Background: an optimization exercise with open tools, aiming at a short achievable clock period and few clock cycles. Do not read the settings as production practice.
The RTL was checked by simulation tests, not by an equivalence proof against the original design.

`flow/design.v`:
```
module stark_core (
    input  wire        clk,
    input  wire        rst,
    output wire        mem_re,
    output wire [11:0] mem_raddr,
    input  wire [31:0] mem_rdata,
    output reg         mem_we,
    output reg  [11:0] mem_waddr,
    output reg  [31:0] mem_wdata,
    output reg         halted,
    output reg         faulted,
    output reg  [2:0]  fault_code,
    output reg  [31:0] fault_info,
    output wire [31:0] pc,
    output wire [31:0] r0,
    output wire [31:0] r1,
    output wire [31:0] r2,
    output wire [31:0] r3,
    output wire        flag
);
    localparam [31:0] RSV  = 32'd256;
    localparam [31:0] SIZE = 32'd2304;
    localparam integer QN = 16;         
    localparam integer DK = 4;          
    localparam [2:0] S_RUN   = 3'd0;    
    localparam [2:0] S_MUL   = 3'd1;    
    localparam [2:0] S_DSET  = 3'd2;    
    localparam [2:0] S_DIV   = 3'd3;    
    localparam [2:0] S_FAULT = 3'd4;    
    localparam [2:0] S_DONE  = 3'd5;    
    reg [2:0]  state;
    reg [11:0] pcr;                     
    reg [31:0] x0, x1, x2, x3;
    reg        flag_q;
    assign pc   = {20'd0, pcr};
    assign flag = flag_q;
    assign r0   = x0;
    assign r1   = x1;
    assign r2   = x2;
    assign r3   = x3;
    function [31:0] xsel(input [1:0] i);
        case (i)
            2'd0: xsel = x0;
            2'd1: xsel = x1;
            2'd2: xsel = x2;
            default: xsel = x3;
        endcase
    endfunction
    reg [8*QN-1:0] qv;
    reg [4:0]      qn;
    reg            pend;        
    reg [12:0]     fa;          
    reg            fl_wait;     
    wire [7:0] h0 = qv[7:0];
    wire [7:0] h1 = qv[15:8];
    wire [7:0] h2 = qv[23:16];
    wire [7:0] h3 = qv[31:24];
    wire [7:0] h4 = qv[39:32];
    wire [7:0] h5 = qv[47:40];
    wire [7:0] h6 = qv[55:48];
    wire [7:0] h7 = qv[63:56];
    wire [7:0] h8 = qv[71:64];
    reg        d_valid;
    reg [3:0]  d_len;           
    reg [7:0]  d_regs;          
    always @* begin
        d_valid = 1'b1;
        d_len   = 4'd1;
        d_regs  = 8'b0;
        case (h0)
            8'h01:                      begin d_len = 4'd1; d_regs = 8'b00000000; end
            8'h10, 8'h18:               begin d_len = 4'd3; d_regs = 8'b00000011; end
            8'h11, 8'h19:               begin d_len = 4'd3; d_regs = 8'b00000001; end
            8'h12, 8'h1A:               begin d_len = 4'd4; d_regs = 8'b00000001; end
            8'h13, 8'h1B, 8'h40:        begin d_len = 4'd6; d_regs = 8'b00000001; end
            8'h14:                      begin d_len = 4'd6; d_regs = 8'b00010000; end
            8'h15:                      begin d_len = 4'd6; d_regs = 8'b00000000; end
            8'h16:                      begin d_len = 4'd7; d_regs = 8'b00000000; end
            8'h17:                      begin d_len = 4'd9; d_regs = 8'b00000000; end
            8'h20, 8'h21, 8'h30, 8'h32: begin d_len = 4'd2; d_regs = 8'b00000001; end
            8'h31, 8'h33:               begin d_len = 4'd5; d_regs = 8'b00000000; end
            8'h50, 8'h52, 8'h55, 8'h57: begin d_len = 4'd4; d_regs = 8'b00000111; end
            8'h51, 8'h53, 8'h56, 8'h58: begin d_len = 4'd7; d_regs = 8'b00100001; end
            8'h54, 8'h59:               begin d_len = 4'd7; d_regs = 8'b00110000; end
            default:                    d_valid = 1'b0;
        endcase
    end
    wire op_hlt = (h0 == 8'h01);
    wire op_stx = (h0[7:4] == 4'h1) && (h0[3] ^ h0[2]);           
    wire op_jmp = (h0[7:2] == 6'b001100);                         
    wire op_cmp = (h0 == 8'h40);
    wire op_mul = (h0 == 8'h55) || (h0 == 8'h56);
    wire op_div = (h0 == 8'h57) || (h0 == 8'h58) || (h0 == 8'h59);
    wire [31:0] xh1 = xsel(h1[1:0]);
    wire [31:0] xh2 = xsel(h2[1:0]);
    wire [31:0] xh5 = xsel(h5[1:0]);
    wire [31:0] imm_14 = {h4, h3, h2, h1};
    wire [31:0] imm_25 = {h5, h4, h3, h2};
    wire [31:0] imm_58 = {h8, h7, h6, h5};
    reg [31:0] alu_a, alu_b;
    reg        alu_sub;
    reg        alu_we;
    reg [1:0]  alu_d;
    always @* begin
        alu_a   = xh1;
        alu_b   = xh2;
        alu_sub = 1'b0;
        alu_we  = 1'b0;
        alu_d   = h1[1:0];
        case (h0)
            8'h10: begin alu_we = 1'b1; alu_a = 32'd0; alu_b = xh2; end
            8'h11: begin alu_we = 1'b1; alu_a = 32'd0; alu_b = {24'd0, h2}; end
            8'h12: begin alu_we = 1'b1; alu_a = 32'd0; alu_b = {16'd0, h3, h2}; end
            8'h13: begin alu_we = 1'b1; alu_a = 32'd0; alu_b = imm_25; end
            8'h20: begin alu_we = 1'b1; alu_b = 32'd1; end
            8'h21: begin alu_we = 1'b1; alu_b = 32'd1; alu_sub = 1'b1; end
            8'h50: begin alu_we = 1'b1; alu_d = h3[1:0]; end
            8'h51: begin alu_we = 1'b1; alu_b = imm_25; alu_d = h6[1:0]; end
            8'h52: begin alu_we = 1'b1; alu_sub = 1'b1; alu_d = h3[1:0]; end
            8'h53: begin alu_we = 1'b1; alu_b = imm_25; alu_sub = 1'b1; alu_d = h6[1:0]; end
            8'h54: begin alu_we = 1'b1; alu_a = imm_14; alu_b = xh5; alu_sub = 1'b1; alu_d = h6[1:0]; end
            8'h55, 8'h57: begin alu_d = h3[1:0]; end
            8'h56, 8'h58: begin alu_b = imm_25; alu_d = h6[1:0]; end
            8'h59:        begin alu_a = imm_14; alu_b = xh5; alu_d = h6[1:0]; end
            default: ;
        endcase
    end
    wire [31:0] alu_y = alu_sub ? (alu_a - alu_b) : (alu_a + alu_b);
    reg [31:0] st_addr, st_val;
    always @* begin
        case (h0)
            8'h14:   begin st_addr = imm_14; st_val = xh5; end
            8'h15:   begin st_addr = imm_14; st_val = {24'd0, h5}; end
            8'h16:   begin st_addr = imm_14; st_val = {16'd0, h6, h5}; end
            8'h17:   begin st_addr = imm_14; st_val = imm_58; end
            8'h18:   begin st_addr = xh1;    st_val = xh2; end
            8'h19:   begin st_addr = xh1;    st_val = {24'd0, h2}; end
            8'h1A:   begin st_addr = xh1;    st_val = {16'd0, h3, h2}; end
            default: begin st_addr = xh1;    st_val = imm_25; end
        endcase
    end
    wire st_ok = (st_addr > RSV) && (st_addr < SIZE - 32'd3);
    wire [31:0] jmp_t     = h0[0] ? imm_14 : xh1;
    wire        jmp_taken = !h0[1] || !flag_q;
    wire        jmp_ok    = (jmp_t > RSV) && (jmp_t < SIZE);
    wire        pc_end  = (pcr == SIZE[11:0]);
    wire        have    = (qn >= {1'b0, d_len});
    wire        run     = (state == S_RUN);
    wire [12:0] pc_len  = {1'b0, pcr} + {9'd0, d_len};
    wire        overrun = (pc_len > {1'b0, SIZE[11:0]});
    wire        regbad  = |(d_regs & {h8[7:2] != 0, h7[7:2] != 0, h6[7:2] != 0, h5[7:2] != 0,
                                      h4[7:2] != 0, h3[7:2] != 0, h2[7:2] != 0, h1[7:2] != 0});
    wire        div0    = op_div && (alu_b == 32'd0);
    wire        bad     = !d_valid || regbad || overrun || (op_stx && !st_ok) ||
                          (op_jmp && jmp_taken && !jmp_ok) || div0;
    wire        try     = run && !pc_end && have && !(op_jmp && mem_we);
    wire        fire    = try && !bad;
    wire        redirect = try && op_jmp && jmp_taken;
    wire        do_st   = fire && op_stx;
    wire        flush   = do_st && ({1'b0, st_addr[11:0]} <= fa + 13'd7);
    wire [11:0] pc_next = pc_len[11:0];
    assign mem_re    = 1'b1;
    assign mem_raddr = redirect ? jmp_t[11:0] : fa[11:0];
    wire [3:0] cons = fire ? d_len : 4'd0;
    reg [8*QN-1:0] ext;
    integer j;
    always @* begin
        for (j = 0; j < QN; j = j + 1) begin
            if (pend && (j >= qn) && (j < qn + 4))
                ext[8*j +: 8] = mem_rdata[8*(j - qn) +: 8];
            else
                ext[8*j +: 8] = qv[8*j +: 8];
        end
    end
    wire [8*QN+8*9-1:0] ext_w = {72'd0, ext};
    reg  [8*QN-1:0] q_shift;
    always @* begin
        case (cons)
            4'd1: q_shift = ext_w[8*1 +: 8*QN];
            4'd2: q_shift = ext_w[8*2 +: 8*QN];
            4'd3: q_shift = ext_w[8*3 +: 8*QN];
            4'd4: q_shift = ext_w[8*4 +: 8*QN];
            4'd5: q_shift = ext_w[8*5 +: 8*QN];
            4'd6: q_shift = ext_w[8*6 +: 8*QN];
            4'd7: q_shift = ext_w[8*7 +: 8*QN];
            4'd9: q_shift = ext_w[8*9 +: 8*QN];
            default: q_shift = ext;
        endcase
    end
    wire [5:0] qn_after = {1'b0, qn} + (pend ? 6'd4 : 6'd0) - {2'b0, cons};
    wire       req_ok   = !fl_wait && (qn_after <= QN - 4);
    always @(posedge clk) begin
        if (rst) begin
            qn      <= 5'd0;
            pend    <= 1'b0;
            fa      <= 13'd256;
            fl_wait <= 1'b0;
        end else begin
            qv <= q_shift;
            fl_wait <= 1'b0;
            if (redirect) begin
                qn   <= 5'd0;
                pend <= 1'b1;
                fa   <= {1'b0, jmp_t[11:0]} + 13'd4;
            end else if (flush) begin
                qn      <= 5'd0;
                pend    <= 1'b0;
                fa      <= {1'b0, pc_next};
                fl_wait <= 1'b1;
            end else begin
                qn   <= qn_after[4:0];
                pend <= req_ok;
                if (req_ok)
                    fa <= fa + 13'd4;
            end
        end
    end
    reg [31:0] m_a, m_b;
    reg [1:0]  m_d;
    wire [31:0] m_y = m_a * m_b;
    reg [31:0] dv_quo, dv_rem;
    reg [3:0]  dv_cnt;
    function [4:0] msb32(input [31:0] v);
        integer k;
        begin
            msb32 = 5'd0;
            for (k = 0; k < 32; k = k + 1)
                if (v[k]) msb32 = k[4:0];
        end
    endfunction
    wire [4:0] mn = msb32(m_a);
    wire [4:0] md = msb32(m_b);
    wire       dq_zero = (mn < md);
    wire [4:0] i0 = mn - md;                        
    wire [5:0] nb = {1'b0, i0} + 6'd1;              
    wire [5:0] nbr = (nb + DK - 1) / DK * DK;       
    wire [31:0] rem_init = (nbr >= 6'd32) ? 32'd0 : (m_a >> nbr);
    wire [31:0] quo_init = m_a << (6'd32 - nbr);
    reg [31:0] it_rem, it_quo;
    reg [32:0] it_sh, it_df;
    integer s;
    always @* begin
        it_rem = dv_rem;
        it_quo = dv_quo;
        for (s = 0; s < DK; s = s + 1) begin
            it_sh  = {it_rem, it_quo[31]};
            it_df  = it_sh - {1'b0, m_b};
            it_quo = {it_quo[30:0], !it_df[32]};
            it_rem = it_df[32] ? it_sh[31:0] : it_df[31:0];
        end
    end
    reg        rf_we;
    reg [1:0]  rf_wi;
    reg [31:0] rf_wv;
    always @* begin
        rf_we = 1'b0;
        rf_wi = alu_d;
        rf_wv = alu_y;
        case (state)
            S_RUN: rf_we = fire && alu_we;
            S_MUL: begin rf_we = 1'b1; rf_wi = m_d; rf_wv = m_y; end
            S_DSET: begin rf_we = dq_zero; rf_wi = m_d; rf_wv = 32'd0; end
            S_DIV: begin rf_we = (dv_cnt == 4'd1); rf_wi = m_d; rf_wv = it_quo; end
            default: ;
        endcase
    end
    always @(posedge clk) begin
        if (rst) begin
            x0 <= 32'd0;
            x1 <= 32'd0;
            x2 <= 32'd0;
            x3 <= 32'd0;
        end else if (rf_we) begin
            case (rf_wi)
                2'd0: x0 <= rf_wv;
                2'd1: x1 <= rf_wv;
                2'd2: x2 <= rf_wv;
                default: x3 <= rf_wv;
            endcase
        end
    end
    reg [2:0]  f_code;
    reg [31:0] f_info;
    reg [11:0] f_pc;
    reg        f_hit;
    reg [7:0]  f_b;
    integer k;
    always @* begin
        f_code = 3'd0;
        f_info = 32'd0;
        f_pc   = pc_next;
        f_hit  = 1'b0;
        if (!d_valid) begin
            f_code = 3'd4;
            f_info = {24'd0, h0};
            f_pc   = pcr + 12'd1;
        end else begin
            for (k = 1; k <= 8; k = k + 1) begin
                f_b = qv[8*k +: 8];
                if (!f_hit && (k < d_len)) begin
                    if ({1'b0, pcr} + k >= {1'b0, SIZE[11:0]}) begin
                        f_hit  = 1'b1;
                        f_code = 3'd1;
                        f_info = SIZE;
                        f_pc   = SIZE[11:0];
                    end else if (d_regs[k-1] && (f_b >= 8'd4)) begin
                        f_hit  = 1'b1;
                        f_code = 3'd6;
                        f_info = {24'd0, f_b};
                        f_pc   = pcr + k + 1;
                    end
                end
            end
            if (!f_hit) begin
                if (op_stx) begin
                    f_code = 3'd2;
                    f_info = ((st_addr <= RSV) || (st_addr >= SIZE)) ? st_addr : SIZE;
                end else if (op_jmp) begin
                    f_code = 3'd3;
                    f_info = jmp_t;
                end else begin
                    f_code = 3'd5;
                    f_info = {20'd0, pcr};
                end
            end
        end
    end
    always @(posedge clk) begin
        if (rst) begin
            state      <= S_RUN;
            pcr        <= RSV[11:0];
            flag_q     <= 1'b0;
            halted     <= 1'b0;
            faulted    <= 1'b0;
            fault_code <= 3'd0;
            fault_info <= 32'd0;
            mem_we     <= 1'b0;
            mem_waddr  <= 12'd0;
            mem_wdata  <= 32'd0;
            m_a        <= 32'd0;
            m_b        <= 32'd0;
            m_d        <= 2'd0;
            dv_quo     <= 32'd0;
            dv_rem     <= 32'd0;
            dv_cnt     <= 4'd0;
        end else begin
            mem_we <= do_st;
            if (do_st) begin
                mem_waddr <= st_addr[11:0];
                mem_wdata <= st_val;
            end
            case (state)
                S_RUN: begin
                    if (run && pc_end) begin
                        halted <= 1'b1;
                        state  <= S_DONE;
                    end else if (try && bad) begin
                        state <= S_FAULT;
                    end else if (fire) begin
                        pcr <= pc_next;
                        if (op_jmp && jmp_taken)
                            pcr <= jmp_t[11:0];
                        if (op_cmp)
                            flag_q <= (xh1 == imm_25);
                        if (op_hlt) begin
                            halted <= 1'b1;
                            state  <= S_DONE;
                        end
                        if (op_mul || op_div) begin
                            m_a <= alu_a;
                            m_b <= alu_b;
                            m_d <= alu_d;
                            state <= op_mul ? S_MUL : S_DSET;
                        end
                    end
                end
                S_MUL: state <= S_RUN;
                S_DSET: begin
                    dv_rem <= rem_init;
                    dv_quo <= quo_init;
                    dv_cnt <= nbr[5:0] / DK;
                    state  <= dq_zero ? S_RUN : S_DIV;
                end
                S_DIV: begin
                    dv_rem <= it_rem;
                    dv_quo <= it_quo;
                    dv_cnt <= dv_cnt - 4'd1;
                    if (dv_cnt == 4'd1)
                        state <= S_RUN;
                end
                S_FAULT: begin
                    faulted    <= 1'b1;
                    fault_code <= f_code;
                    fault_info <= f_info;
                    pcr        <= f_pc;
                    state      <= S_DONE;
                end
                default: ;
            endcase
        end
    end
endmodule
```
`flow/run.sh`:
```
#!/bin/bash
# synth_recipe.tcl (not shown) runs the flow's synth.tcl, then flattens the netlist and writes it again
# the make line also repeats each setting of config.mk as NAME=value (left out here)
make -C /OpenROAD-flow-scripts/flow DESIGN_CONFIG=/design/flow/config.mk WORK_HOME=/design/flow/orfs CLKGATE_MAP_FILE= SYNTH_SCRIPT=/design/flow/synth_recipe.tcl finish
```
`flow/config.mk`:
```
export PLATFORM = sky130hd
export DESIGN_NAME = stark_core
export DESIGN_NICKNAME = stark_core
export VERILOG_FILES = /design/flow/design.v
export SDC_FILE = /design/flow/constraint.sdc
export NUM_CORES = 4
export LEC_CHECK = 0
export ABC_CLOCK_PERIOD_IN_PS = 4000
export CAP_MARGIN = 20
export CORE_MARGIN = 2
export CORE_UTILIZATION = 40
export SETUP_SLACK_MARGIN = 5
export SLEW_MARGIN = 20
export TNS_END_PERCENT = 100
```
`flow/constraint.sdc`:
```
create_clock -name core_clock -period 12.0 [get_ports {clk}]
set_input_delay 2.4000 -clock core_clock [delete_from_list [all_inputs] [get_ports {clk}]]
set_output_delay 2.4000 -clock core_clock [all_outputs]
set_load 0.01 [all_outputs]
```
==> notes.md, run 1 <==
Fin crit share -> 98.3%
Setup Skew -> 0.0788 ns
Root Buffer -> clkbuf_16
Min cycle time layout -> 11.80 ns
Post-DP HPWL -> 253 mm
#FFs+latches synth -> 518
Warnings, synthesis -> 1
Main synth FF type -> dfxtp_1
Die Wd -> 411 um
TritonCTS buffer count -> 68
Crit path capture type -> register
Vias in the first global route -> 70340
DR vias -> 73847
Global route overflow -> 0
Die Span Y -> 411 um
I/O pins -> 290
Initial Util -> 40.2%
Setup CP Type -> reg2reg
Critical path's slowest cell -> fa_2
Vias per cell -> 6.50
Largest net degree at the start of global routing -> 200
Fin nets -> 9921
Setup violators final -> 0
Most frequent CP cell -> buf_12
Post-synth EDFFs -> 128
Num Clock Sinks -> 518
Row count -> 149
Routability congestion estimate -> 1.03
Post-synth cell types -> 101
TritonCTS clock tree -> built
Crit path buf inv count -> 16
Startpoint types -> register
DR pass1 iterations -> 9
Initial antenna violation count -> 18
Synth Cell Area -> 66200 um2
WL per Instance -> 30.9 um
H-tree levels -> 3
GRT Util Overall -> 39.7%
Initial DRC count -> 9582
# DRC -> 0
Layout cells sized above 1 -> 18.8%
Hold crit path type -> reg2reg
Max Cap Violations -> 0
Top delay family on crit path -> compound AO/OA/AOI/OAI gates
Seq/Total Area, Yosys -> 17.6%
Remaining antenna violation count -> 0
Crit path required time -> 12.60 ns
Synth Instances -> 8519
PortBufs -> 268
Fin worst setup slack -> 0.202 ns
Ys async rst share -> 0%
Core Area -> 165000 um2
Fill cells -> 15878
P&R area growth vs syn -> 24.5%
Final Hold Fails -> 0
Die Footprint -> 169000 um2
Avg Cell Area, Syn -> 7.78 um2
Critical-path maximum fanout -> 8
Final setup TNS -> 0 ns
RSZ-0062 raised after global routing -> true
Max-slew headroom -> 9.18%
Slew Limit Fails -> 0
Clock Latency Late Sink -> 0.76 ns
Setup slack at placement -> -0.614 ns
Status -> finished clean
Worst Path Arrival -> 12.39 ns
CTS Hold Bufs -> 0
Global-route wire length before repair -> 496 mm
Clk buf depth -> 3
Worst-path clk slew -> 0.07 ns
Slew @ Worst Pin -> 1.36 ns
Max Clk Rate -> 0.0848 GHz
Worst hold slack -> 0.450 ns
Delay of the slowest critical-path stage -> 0.42 ns
Total wire length -> 351 mm
[worst reg2reg max path: cells and delay by family (launching register included)]
family / cells / cell delay, ns
simple gates: 6 / 0.54
compound gates: 30 / 5.60
mux: 4 / 1.03
buf+inv: 16 / 2.26
flops: 1 / 0.32
fa+ha+maj: 5 / 1.25
xor+xnor: 4 / 0.67
[layer usage]
| metal | wire, um | global-route usage [%] | share of wire, % | vias to the layer above |
|---|---|---|---|---|
| met2 | 155000 | 62.3 | 44 | 5191 |
| met1 | 122000 | 45.8 | 35 | 35610 |
| met3 | 39100 | 11.2 | 11 | 1652 |
| li1 | - | - | - | 31376 |
| met5 | 135 | 0 | 0.038 | - |
| met4 | 35800 | 30.9 | 10 | 18 |
[synth_stat cells, types with 49 or more instances]
library cell | n | area, um2
buf_1 | 66 | 248
xnor2_1 | 244 | 2140
mux2_2 | 64 | 721
and3_1 | 73 | 457
o211ai_1 | 51 | 383
inv_1 | 619 | 2320
nor4_1 | 62 | 388
o22ai_1 | 196 | 1230
a21o_1 | 116 | 871
xor2_1 | 134 | 1170
mux2i_1 | 91 | 911
clkbuf_1 | 527 | 1980
fa_1 | 416 | 8330
a22oi_1 | 98 | 736
nor3_1 | 253 | 1270
o21ai_0 | 309 | 1550
a221oi_1 | 116 | 1020
dfxtp_1 | 390 | 7810
a21oi_1 | 578 | 2890
nand2b_1 | 66 | 413
mux4_2 | 144 | 3240
edfxtp_1 | 128 | 3840
ha_1 | 359 | 4490
o21a_1 | 59 | 443
and2_1 | 169 | 1060
nand3_1 | 162 | 811
or3_1 | 49 | 307
nor2_1 | 881 | 3310
nor2b_1 | 79 | 494
a31oi_1 | 73 | 457
a211oi_1 | 160 | 1200
nand2_1 | 1110 | 4170
[cell families (layout without fill, tap and decap cells)]
family          after synthesis  after routing  synth area share [%]
simple gates               3048           3049                  20.8
mux                         299            299                  7.36
flops                       518            518                  17.6
other cells                   2             27                0.0113
compound gates             2224           2225                  22.4
xor+xnor                    379            379                  5.03
fa+ha+maj                   775            775                  19.4
buf+inv                    1274           1902                  7.46
[worst paths after layout]
check                              from                         end  slack, ns  cells after the start
max             dv_quo[31]$_SDFFE_PP0P_      dv_rem[5]$_SDFFE_PP0P_       0.20                     65
min          fault_info[1]$_SDFFE_PP0P_  fault_info[1]$_SDFFE_PP0P_       0.45                      2
max reg2reg     dv_quo[31]$_SDFFE_PP0P_      dv_rem[5]$_SDFFE_PP0P_       0.20                     65
min reg2reg  fault_info[1]$_SDFFE_PP0P_  fault_info[1]$_SDFFE_PP0P_       0.45                      2
[timing repair]
action | CTS | global route
hold endpoints to repair | 0 | 0
setup buffers | 88 | 83
endpoints found under the setup margin | 395 | 202
pin swaps | 112 | 288
gates resized for setup | 282 | 359
cloned | 12 | 8
[through the flow]
step / util (%) / instance area [um2] / std cells
2_1_floorplan: - / 67300 / 8538
3_3_place_gp: 45.6 / 75200 / 11037
3_5_place_dp: 45.6 / 75200 / 11037
4_1_cts: 48.6 / 80100 / 11263
5_1_grt: 50.0 / 82500 / 11357
6_report: 50.1 / 82500 / 11363
[final cells by class]
class	instances	area (um2)	area share, %
clock buffers	98	2060	2.50
clock inverters	28	517	0.626
flip-flops and latches	518	11700	14.2
multi-input cells	6748	52500	63.6
diodes	6	15.0	0.0182
inverters	623	2370	2.87
well taps	2189	2740	3.32
repair buffers	1153	10600	12.8
[state kept, by name, summed over array words and instances, names as in the netlist, 2 cells and up, named ones only]
name / flops
dv_cnt: 4
dv_quo: 32
dv_rem: 32
fa: 13
fault_code: 3
fault_info: 32
m_a: 32
m_b: 32
m_d: 2
mem_waddr: 12
mem_wdata: 32
pcr: 12
qn: 5
qv: 128
state: 3
x0: 32
x1: 32
x2: 32
x3: 32
[cells in the final DEF, fill, tap and decap left out, types with 188 or more instances in the layout]
cell,count
inv_1,586
o22ai_1,188
nor3_1,234
dfxtp_1,360
fa_1,387
a21oi_1,538
clkdlybuf4s50_1,267
o21ai_0,272
nor2_1,832
ha_1,321
xnor2_1,223
buf_4,755
nand2_1,1082
Testbench counts, summed over its fixed seeds: cycles 19,169.
==> run 2, diff against run 1 <==
--- a/flow/design.v
+++ b/flow/design.v
@@ -21,7 +21,7 @@
     localparam [31:0] RSV  = 32'd256;
     localparam [31:0] SIZE = 32'd2304;
     localparam integer QN = 16;         
-    localparam integer DK = 4;          
+    localparam integer DK = 2;          
     localparam [2:0] S_RUN   = 3'd0;    
     localparam [2:0] S_MUL   = 3'd1;    
     localparam [2:0] S_DSET  = 3'd2;    
--- a/flow/config.mk
+++ b/flow/config.mk
@@ -5,7 +5,6 @@
 export SDC_FILE = /design/flow/constraint.sdc
 export NUM_CORES = 4
 export LEC_CHECK = 0
-export ABC_CLOCK_PERIOD_IN_PS = 4000
 export CAP_MARGIN = 20
 export CORE_MARGIN = 2
 export CORE_UTILIZATION = 40
==> notes.md, run 2 <==
Yosys top cell area share -> 13.3% (was 12.6%)
Placed cell count -> 9747 (was 11037)
Critical path's slowest cell -> fa_1 (was fa_2)
Reg with most FFs -> qv (unchanged)
Min cycle time layout -> 7.63 ns (was 11.80 ns)
Row count -> 145 (was 149)
Largest net degree at the start of global routing -> 95 (was 200)
Area contributors post-synth -> fa_1 13%, dfxtp_1 12%, edfxtp_1 6.1%, ha_1 5.9%, nand2_1 5.9% (was fa_1 13%, dfxtp_1 12%, ha_1 6.8%, nand2_1 6.3%, edfxtp_1 5.8%)
Status -> finished clean (unchanged)
Initial DRC count -> 9416 (was 9582)
Worst r2r path cells -> 28 (was 65)
Setup violators final -> 0 (unchanged)
Crit path capture type -> register (unchanged)
Final Hold Fails -> 0 (unchanged)
Initial Util -> 40.2% (about the same)
FF-to-FF Start -> m_b[4]$_SDFFE_PP0P_ (was dv_quo[31]$_SDFFE_PP0P_)
Routability congestion estimate -> 1.04 (was 1.03)
Worst-path clk slew -> 0.06 ns (was 0.07 ns)
Fin crit share -> 63.6% (was 98.3%)
RSZ-0062 raised after global routing -> true (unchanged)
Post-synth cell types -> 102 (was 101)
Remaining antenna violation count -> 0 (unchanged)
Fin nets -> 8681 (was 9921)
Die Footprint -> 160000 um2 (was 169000 um2)
Slew Limit Fails -> 0 (unchanged)
Startpoint types -> register (unchanged)
Hold path startpoint -> fault_info[0]$_SDFFE_PP0P_ (was fault_info[1]$_SDFFE_PP0P_)
Ys async rst share -> 0% (unchanged)
Synth Instances -> 7785 (was 8519)
Fill cells -> 15185 (was 15878)
Core Area -> 156000 um2 (was 165000 um2)
Commonest non-fill, non-tap cell in the layout -> nand2_1 (unchanged)
DR vias -> 65625 (was 73847)
Die Span Y -> 400 um (was 411 um)
Seq/Total Area, Yosys -> 18.6% (was 17.6%)
Num Clock Sinks -> 518 (unchanged)
Most frequent CP cell -> fa_1 (was buf_12)
Initial antenna violation count -> 24 (was 18)
Sequential cell area -> 11800 um2 (was 11700 um2)
Synth cell count leaders -> 978 x nand2_1, 649 x nor2_1, 601 x inv_1 (was 1110 x nand2_1, 881 x nor2_1, 619 x inv_1)
Clock Latency Late Sink -> 0.74 ns (was 0.76 ns)
Yosys top cell by area -> fa_1 (unchanged)
Post-DP HPWL -> 227 mm (was 253 mm)
Setup CP Type -> reg2reg (unchanged)
Die Wd -> 400 um (was 411 um)
PortBufs -> 268 (unchanged)
Delay of the slowest critical-path stage -> 0.55 ns (was 0.42 ns)
GRT Util Overall -> 38.5% (was 39.7%)
Warnings, synthesis -> 1 (unchanged)
#FFs+latches synth -> 518 (unchanged)
Max Clk Rate -> 0.131 GHz (was 0.0848 GHz)
Total wire length -> 318 mm (was 351 mm)
Post-synth EDFFs -> 128 (unchanged)
Worst Path Arrival -> 8.19 ns (was 12.39 ns)
Hold crit path type -> reg2reg (unchanged)
Vias in the first global route -> 62560 (was 70340)
Final std cells w/o fill -> 10056 (was 11363)
Layout Utilization -> 47.3% (was 50.1%)
Global-route wire length before repair -> 450 mm (was 496 mm)
Worst setup path startpoint -> m_b[4]$_SDFFE_PP0P_ (was dv_quo[31]$_SDFFE_PP0P_)
P&R area growth vs syn -> 17.7% (was 24.5%)
Slew @ Worst Pin -> 1.27 ns (was 1.36 ns)
Max Cap Violations -> 0 (unchanged)
Crit path required time -> 12.56 ns (was 12.60 ns)
# DRC -> 0 (unchanged)
DR pass1 iterations -> 8 (was 9)
Final setup TNS -> 0 ns (unchanged)
TritonCTS clock tree -> built (unchanged)
Commonest non-fill, non-tap cells in the layout -> 963 x nand2_1, 635 x nor2_1, 580 x inv_1 (was 1082 x nand2_1, 832 x nor2_1, 755 x buf_4)
Clk buf depth -> 3 (unchanged)
Setup Skew -> 0.0571 ns (was 0.0788 ns)
H-tree levels -> 3 (unchanged)
WL per Instance -> 31.6 um (was 30.9 um)
Synth Cell Area -> 62600 um2 (was 66200 um2)
Count leader, synth -> nand2_1 (unchanged)
Root Buffer -> clkbuf_16 (unchanged)
TritonCTS buffer count -> 68 (unchanged)
Main synth FF type -> dfxtp_1 (unchanged)
Avg Cell Area, Syn -> 8.04 um2 (was 7.78 um2)
Multi-input gate area -> 47800 um2 (was 52500 um2)
Critical-path maximum fanout -> 8 (unchanged)
I/O pins -> 290 (unchanged)
Global route overflow -> 0 (unchanged)
Min-Delay Path Depth -> 2 (unchanged)
Vias per cell -> 6.53 (was 6.50)
Layout cells sized above 1 -> 14.3% (was 18.8%)
Max-slew headroom -> 14.6% (was 9.18%)
Max reg flops -> 128 (unchanged)
## run 2: changes by cell type after synthesis, sizes merged, moves of 68 or more
cell,change
o21ai,-73
mux2i,+196
nand3,-75
nor3,-105
o22ai,+70
nor2,-232
mux2,+107
nand2,-132
a21o,-68
## run 2: final cells by class
class	instances	share of cell area, %
diodes	10	0.0340
clock buffers	98	2.79
clock inverters	24	0.401
inverters	609	3.13
multi-input cells	6056	64.9
flip-flops and latches	518	16.0
well taps	2058	3.50
repair buffers	683	9.34
## run 2: kinds of logic after synthesis
kind of cell             share of synthesized area, %
flip-flops                                       18.6
other                                          0.0120
multiplexers                                     11.4
AND/OR/NAND/NOR                                  18.2
XOR/XNOR                                         4.13
AO/OA/AOI/OAI                                    20.8
buffers and inverters                            7.69
adder cells (fa/ha/maj)                          19.2
## run 2: path summary, 6_finish.rpt
kind                                                   end  slack [ns]
worst min-delay path            fault_info[0]$_SDFFE_PP0P_        0.45
worst max register to register         x3[31]$_SDFFE_PP0P_        4.37
worst min register to register  fault_info[0]$_SDFFE_PP0P_        0.45
worst max-delay path                   x3[31]$_SDFFE_PP0P_        4.37
## run 2: timing repair
item | in CTS | in global routing
setup endpoints to repair | 280 | 155
hold buffers | 0 | 0
cloned | 14 | 9
pin swaps | 64 | 140
resized for setup | 244 | 155
setup buffers | 98 | 54
## run 2: critical path, delay by kind of cell (launching register included)
family	cells	cell delay, ns
buffers and inverters	5	0.52
flip-flops	1	0.41
AND/OR/NAND/NOR	2	0.38
adder cells (fa/ha/maj)	9	3.75
XOR/XNOR	1	0.15
AO/OA/AOI/OAI	11	2.26
## run 2: metrics by stage
step / setup WS, ns / hold slack, ns / instance area (um2)
global route: 4.16 / 0.469 / 73600
CTS: 4.40 / 0.453 / 72400
global placement: 2.93 / 0.438 / 67700
detailed placement: 2.88 / 0.445 / 67700
finish: 4.37 / 0.451 / 73700
floorplan: 4.86 / 0.431 / 63300
## run 2: metal layers
| layer | up-vias | share of wire [%] | wire (um) | track usage [%] |
|---|---|---|---|---|
| met5 | - | 0.070 | 222 | 0 |
| met4 | 22 | 9.2 | 29200 | 28.2 |
| met3 | 1265 | 11 | 36300 | 11.5 |
| met2 | 4507 | 44 | 138000 | 59.2 |
| met1 | 31916 | 36 | 114000 | 45.5 |
| li1 | 27915 | - | - | - |
Testbench counts of run 2, summed over its fixed seeds: cycles 21,516.

-- re-timing with driven ports --
Ports are ideal in the flow. The routed layouts listed here were re-timed in OpenROAD. Step 1 sets driving cells, clkbuf_16 on the clock port and buf_2 on the other inputs (assumed; they add their load-dependent delay and slew). Step 2, shift: input delay + t, output delay - t, t = (earliest + latest rising clock arrival at the registers) / 2. This alone moves slack from input paths to output paths. a / b / c = ideal / step 1 / step 2; a / b = the first two.
| run | t, ns | setup WS [ns] | worst hold slack (ns) | worst data-port slew with drivers (ns) |
|---|---|---|---|---|
| run 1 | 0.800 | 0.202 / 0.202 / 0.202 | 0.450 / 0.450 / 0.450 | 0.08 |
| run 2 | 0.788 | 4.369 / 4.369 / 4.369 | 0.451 / 0.451 / 0.451 | 0.08 |
After both steps every run listed still meets setup and hold.
